From an optimization exercise on the open Yosys and OpenROAD flow, aimed at small area, a short achievable clock period and few clock cycles per item; shortcuts taken in it are not production practice.
Where RTL was checked, it was by simulation tests only, not by an equivalence proof against the original.
No activity file was given, so power comes from the tool's default toggle rates.

==> inputs of fjord <==
// j1587_msgdec
module j1587_msgdec (
    input  wire         clk,
    input  wire         rst,
    input  wire         start,
    input  wire [255:0] frame,
    input  wire [5:0]   frame_len,
    output reg          done,
    output reg  [3:0]   err,
    output reg  [7:0]   mid,
    output reg  [3:0]   nparams,
    output reg  [80:0]  par_pid,    
    output reg  [44:0]  par_pos,    
    output reg  [44:0]  par_dlen    
);
clock: 7.0 ns
lec_check: 0
cap_margin: 20
core_margin: 2
core_utilization: 40
setup_slack_margin: 2.5
slew_margin: 20
standard.sh (not shown) runs the stock make flow with config.mk's settings and CLKGATE_MAP_FILE= SYNTH_SCRIPT=/design/flow/synth_recipe.tcl, a recipe that flattens the netlist after the stock synthesis.
==> flow/flow/run.sh <==
#!/bin/bash
# The standard layout, with plain buffers (buf_1) on the ports instead of
# the flow's default port buffer cell.
export BUFFER_PORTS_ARGS="-buffer_cell sky130_fd_sc_hd__buf_1"
bash standard.sh > standard.log 2>&1
==> inputs of cedar, as changes to fjord <==
--- a/flow/design.v
+++ b/flow/design.v
@@ -14,17 +14,16 @@
 );
     localparam [3:0] E_NONE      = 4'd0;
     localparam [3:0] E_INV_PID   = 4'd1;
     localparam [3:0] E_INV_LEN   = 4'd3;
     localparam [3:0] E_TOO_LONG  = 4'd6;
     localparam [3:0] E_TRUNC     = 4'd7;
     localparam [3:0] E_CHECKSUM  = 4'd8;
     integer i;
-    genvar g;
     reg       busy;          
     reg       wt;            
     reg       quick;         
     reg [4:0] cpos;          
     reg [6:0] dr;            
     reg [3:0] slot;          
     reg [1:0] perr;          
     reg       page2;         
@@ -34,34 +33,52 @@
     reg       csum_bad_q;
     reg [7:0] pid_r  [0:8];
     reg [4:0] pos_r  [0:8];
     reg [4:0] dlen_r [0:8];
     wire [7:0] b0 = frame[7:0];
     wire [7:0] b1 = frame[15:8];
     wire [7:0] b2 = frame[23:16];
     wire [7:0] b3 = frame[31:24];
-    wire [4:0]  len_hgt;     
-    wire [4:0]  len_heq;     
-    wire [7:0]  len_lgt;     
     wire [31:0] inlen;
-    generate
-        for (g = 0; g < 5; g = g + 1) begin : g_hi
-            assign len_hgt[g] = (frame_len[5:3] > g);
-            assign len_heq[g] = (frame_len[5:3] == g);
-        end
-        for (g = 0; g < 8; g = g + 1) begin : g_lo
-            assign len_lgt[g] = (frame_len[2:0] > g);
-        end
-        for (g = 0; g < 32; g = g + 1) begin : g_in
-            assign inlen[g] = len_hgt[g / 8] | (len_heq[g / 8] & len_lgt[g % 8]);
-        end
-    endgenerate
+    assign inlen[0] = (frame_len[5]) | (frame_len[4]) | (frame_len[3]) | (frame_len[2]) | (frame_len[1]) | (frame_len[0]);
+    assign inlen[1] = (frame_len[5]) | (frame_len[4]) | (frame_len[3]) | (frame_len[2]) | (frame_len[1]);
+    assign inlen[2] = (frame_len[5]) | (frame_len[4]) | (frame_len[3]) | (frame_len[2]) | (frame_len[1] & frame_len[0]);
+    assign inlen[3] = (frame_len[5]) | (frame_len[4]) | (frame_len[3]) | (frame_len[2]);
+    assign inlen[4] = (frame_len[5]) | (frame_len[4]) | (frame_len[3]) | (frame_len[2] & frame_len[1]) | (frame_len[2] & frame_len[0]);
+    assign inlen[5] = (frame_len[5]) | (frame_len[4]) | (frame_len[3]) | (frame_len[2] & frame_len[1]);
+    assign inlen[6] = (frame_len[5]) | (frame_len[4]) | (frame_len[3]) | (frame_len[2] & frame_len[1] & frame_len[0]);
+    assign inlen[7] = (frame_len[5]) | (frame_len[4]) | (frame_len[3]);
+    assign inlen[8] = (frame_len[5]) | (frame_len[4]) | (frame_len[3] & frame_len[2]) | (frame_len[3] & frame_len[1]) | (frame_len[3] & frame_len[0]);
+    assign inlen[9] = (frame_len[5]) | (frame_len[4]) | (frame_len[3] & frame_len[2]) | (frame_len[3] & frame_len[1]);
+    assign inlen[10] = (frame_len[5]) | (frame_len[4]) | (frame_len[3] & frame_len[2]) | (frame_len[3] & frame_len[1] & frame_len[0]);
+    assign inlen[11] = (frame_len[5]) | (frame_len[4]) | (frame_len[3] & frame_len[2]);
+    assign inlen[12] = (frame_len[5]) | (frame_len[4]) | (frame_len[3] & frame_len[2] & frame_len[1]) | (frame_len[3] & frame_len[2] & frame_len[0]);
+    assign inlen[13] = (frame_len[5]) | (frame_len[4]) | (frame_len[3] & frame_len[2] & frame_len[1]);
+    assign inlen[14] = (frame_len[5]) | (frame_len[4]) | (frame_len[3] & frame_len[2] & frame_len[1] & frame_len[0]);
+    assign inlen[15] = (frame_len[5]) | (frame_len[4]);
+    assign inlen[16] = (frame_len[5]) | (frame_len[4] & frame_len[3]) | (frame_len[4] & frame_len[2]) | (frame_len[4] & frame_len[1]) | (frame_len[4] & frame_len[0]);
+    assign inlen[17] = (frame_len[5]) | (frame_len[4] & frame_len[3]) | (frame_len[4] & frame_len[2]) | (frame_len[4] & frame_len[1]);
+    assign inlen[18] = (frame_len[5]) | (frame_len[4] & frame_len[3]) | (frame_len[4] & frame_len[2]) | (frame_len[4] & frame_len[1] & frame_len[0]);
+    assign inlen[19] = (frame_len[5]) | (frame_len[4] & frame_len[3]) | (frame_len[4] & frame_len[2]);
+    assign inlen[20] = (frame_len[5]) | (frame_len[4] & frame_len[3]) | (frame_len[4] & frame_len[2] & frame_len[1]) | (frame_len[4] & frame_len[2] & frame_len[0]);
+    assign inlen[21] = (frame_len[5]) | (frame_len[4] & frame_len[3]) | (frame_len[4] & frame_len[2] & frame_len[1]);
+    assign inlen[22] = (frame_len[5]) | (frame_len[4] & frame_len[3]) | (frame_len[4] & frame_len[2] & frame_len[1] & frame_len[0]);
+    assign inlen[23] = (frame_len[5]) | (frame_len[4] & frame_len[3]);
+    assign inlen[24] = (frame_len[5]) | (frame_len[4] & frame_len[3] & frame_len[2]) | (frame_len[4] & frame_len[3] & frame_len[1]) | (frame_len[4] & frame_len[3] & frame_len[0]);
+    assign inlen[25] = (frame_len[5]) | (frame_len[4] & frame_len[3] & frame_len[2]) | (frame_len[4] & frame_len[3] & frame_len[1]);
+    assign inlen[26] = (frame_len[5]) | (frame_len[4] & frame_len[3] & frame_len[2]) | (frame_len[4] & frame_len[3] & frame_len[1] & frame_len[0]);
+    assign inlen[27] = (frame_len[5]) | (frame_len[4] & frame_len[3] & frame_len[2]);
+    assign inlen[28] = (frame_len[5]) | (frame_len[4] & frame_len[3] & frame_len[2] & frame_len[1]) | (frame_len[4] & frame_len[3] & frame_len[2] & frame_len[0]);
+    assign inlen[29] = (frame_len[5]) | (frame_len[4] & frame_len[3] & frame_len[2] & frame_len[1]);
+    assign inlen[30] = (frame_len[5]) | (frame_len[4] & frame_len[3] & frame_len[2] & frame_len[1] & frame_len[0]);
+    assign inlen[31] = (frame_len[5]);
     wire pg_in = inlen[2] && (b1 == 8'hFF);
     wire [255:0] fm;
+    genvar g;
     generate
         for (g = 0; g < 32; g = g + 1) begin : g_mask
             if (g < 4) begin : g_keep
                 assign fm[8*g +: 8] = frame[8*g +: 8];
             end else begin : g_cut
                 assign fm[8*g +: 8] = frame[8*g +: 8] & {8{inlen[g]}};
             end
         end
@@ -529,28 +546,18 @@
             end else begin
                 e  = dneg;
                 f  = 1'b1;
                 dl = d[4:0];
             end
             step = {e, c, f, dl, nx, dn};
         end
     endfunction
-    reg [6:0] lm4, lm5;
-    always @* begin
-        lm4 = 7'd0;
-        lm5 = 7'd0;
-        for (i = 0; i < 64; i = i + 1)
-            if (frame_len == i) begin
-                lm4 = i - 4;
-                lm5 = i - 5;
-            end
-    end
-    wire [20:0] st1 = step(5'd1, b1, b2, lm4);
-    wire [20:0] st2 = step(5'd2, b2, b3, lm5);
+    wire [20:0] st1 = step(5'd1, b1, b2, {1'b0, frame_len} - 7'd4);
+    wire [20:0] st2 = step(5'd2, b2, b3, {1'b0, frame_len} - 7'd5);
     wire [255:0] frame_l = {frame[255:32], {4{frame[31:24]}}};
     wire [255:0] frame_n = {8'h00, frame[255:40], {4{frame[39:32]}}};
     wire [7:0]  lm  = frame_l[{cpos, 3'b000} +: 8];
     wire [7:0]  nm  = frame_n[{cpos, 3'b000} +: 8];
     wire [20:0] stm = step(cpos, lm, nm, dr);
     wire [20:0] s  = start ? (pg_in ? st2 : st1) : stm;
     wire [7:0]  l  = start ? (pg_in ? b2 : b1) : lm;
     wire [3:0]  k  = start ? 4'd0 : slot;
Settings changed: SETUP_SLACK_MARGIN 2.5 to 3.5.
==> inputs of onyx, as changes to fjord <==
Settings changed: CORE_UTILIZATION 40 to 60, SETUP_SLACK_MARGIN 2.5 to 3.0.
==> summary of the runs <==
First-iteration DRC count: fjord < cedar < onyx.
The lowest clock-buffer cell count belongs to fjord, the highest to cedar.
The highest via count belongs to onyx, the lowest to fjord.
Of cedar and fjord, cedar has the higher final cell count (gap 5.2%, measured against fjord).
Routed wire length, lowest first: onyx, fjord, cedar.
Combinational power, highest first: cedar, onyx, fjord.
In clock power, cedar and fjord hardly differ.
==> figures <==
| item | onyx | fjord | cedar |
|---|---|---|---|
| Cell area after placement | 23100 um2 | 23400 um2 | 23800 um2 |
| Pin count of the biggest net entering global routing | 49 | 49 | 66 |
| Switching Power | 5.40 mW | 5.00 mW | 6.12 mW |
| Worst stage delay on the critical path | 0.56 ns | 0.54 ns | 0.54 ns |
| Number of standard-cell rows in the floorplan | 68 | 83 | 83 |
| Clock Power Share | 0.127 | 0.124 | 0.101 |
| Maximum frequency from static timing analysis | 0.242 GHz | 0.226 GHz | 0.238 GHz |
| Run status | complete, no violations | complete, no violations | complete, no violations |
| Internal cell power | 6.20 mW | 5.69 mW | 7.39 mW |
| Power in combinational cells | 7.94 mW | 7.18 mW | 9.96 mW |
| Global-route met3 utilization | 0.101 | 0.0737 | 0.0436 |
| Vias per inst | 6.54 | 5.79 | 5.81 |
| Final Cell Area | 26200 um2 | 24900 um2 | 28500 um2 |
| Starting density of the core | 0.607 | 0.405 | 0.407 |
| Largest clock skew in the final design | 0.0207 ns | 0.0184 ns | 0.0191 ns |
| GRT Total Usage | 0.455 | 0.310 | 0.314 |
Testbench counts of fjord, summed over its fixed seeds: cycles 6,133, frames 2,400.
Testbench counts of onyx, summed over its fixed seeds: cycles 6,133, frames 2,400.
No functional check of the RTL was part of cedar.

## what the ideal ports hide
No port has a modelled driver above. Below, the same layouts with a new extraction and two added sets of constraints. Step 1 assumes that a clkbuf_16 drives the clock port and a buf_2 every other input. Step 2 adds t to the input delays and takes it off the output delays; t is the mean of the earliest and latest rising clock arrival at the registers after step 1. Input paths then give back, and output paths get back, about the clock's delay inside the block. Three values: no drivers, after step 1, after step 2; two values: the first two.
run	t (ns)	setup slack, ns	cell pins on the clock port's net
fjord	0.617	2.566 / 2.499 / 1.882	1
cedar	0.621	2.792 / 2.803 / 2.181	1
onyx	0.603	2.874 / 2.837 / 2.234	1
After both steps setup and hold are still met in every run listed. The setup slack of fjord, which loses most, moves by -0.067 ns with the drivers and by -0.684 ns with both steps.
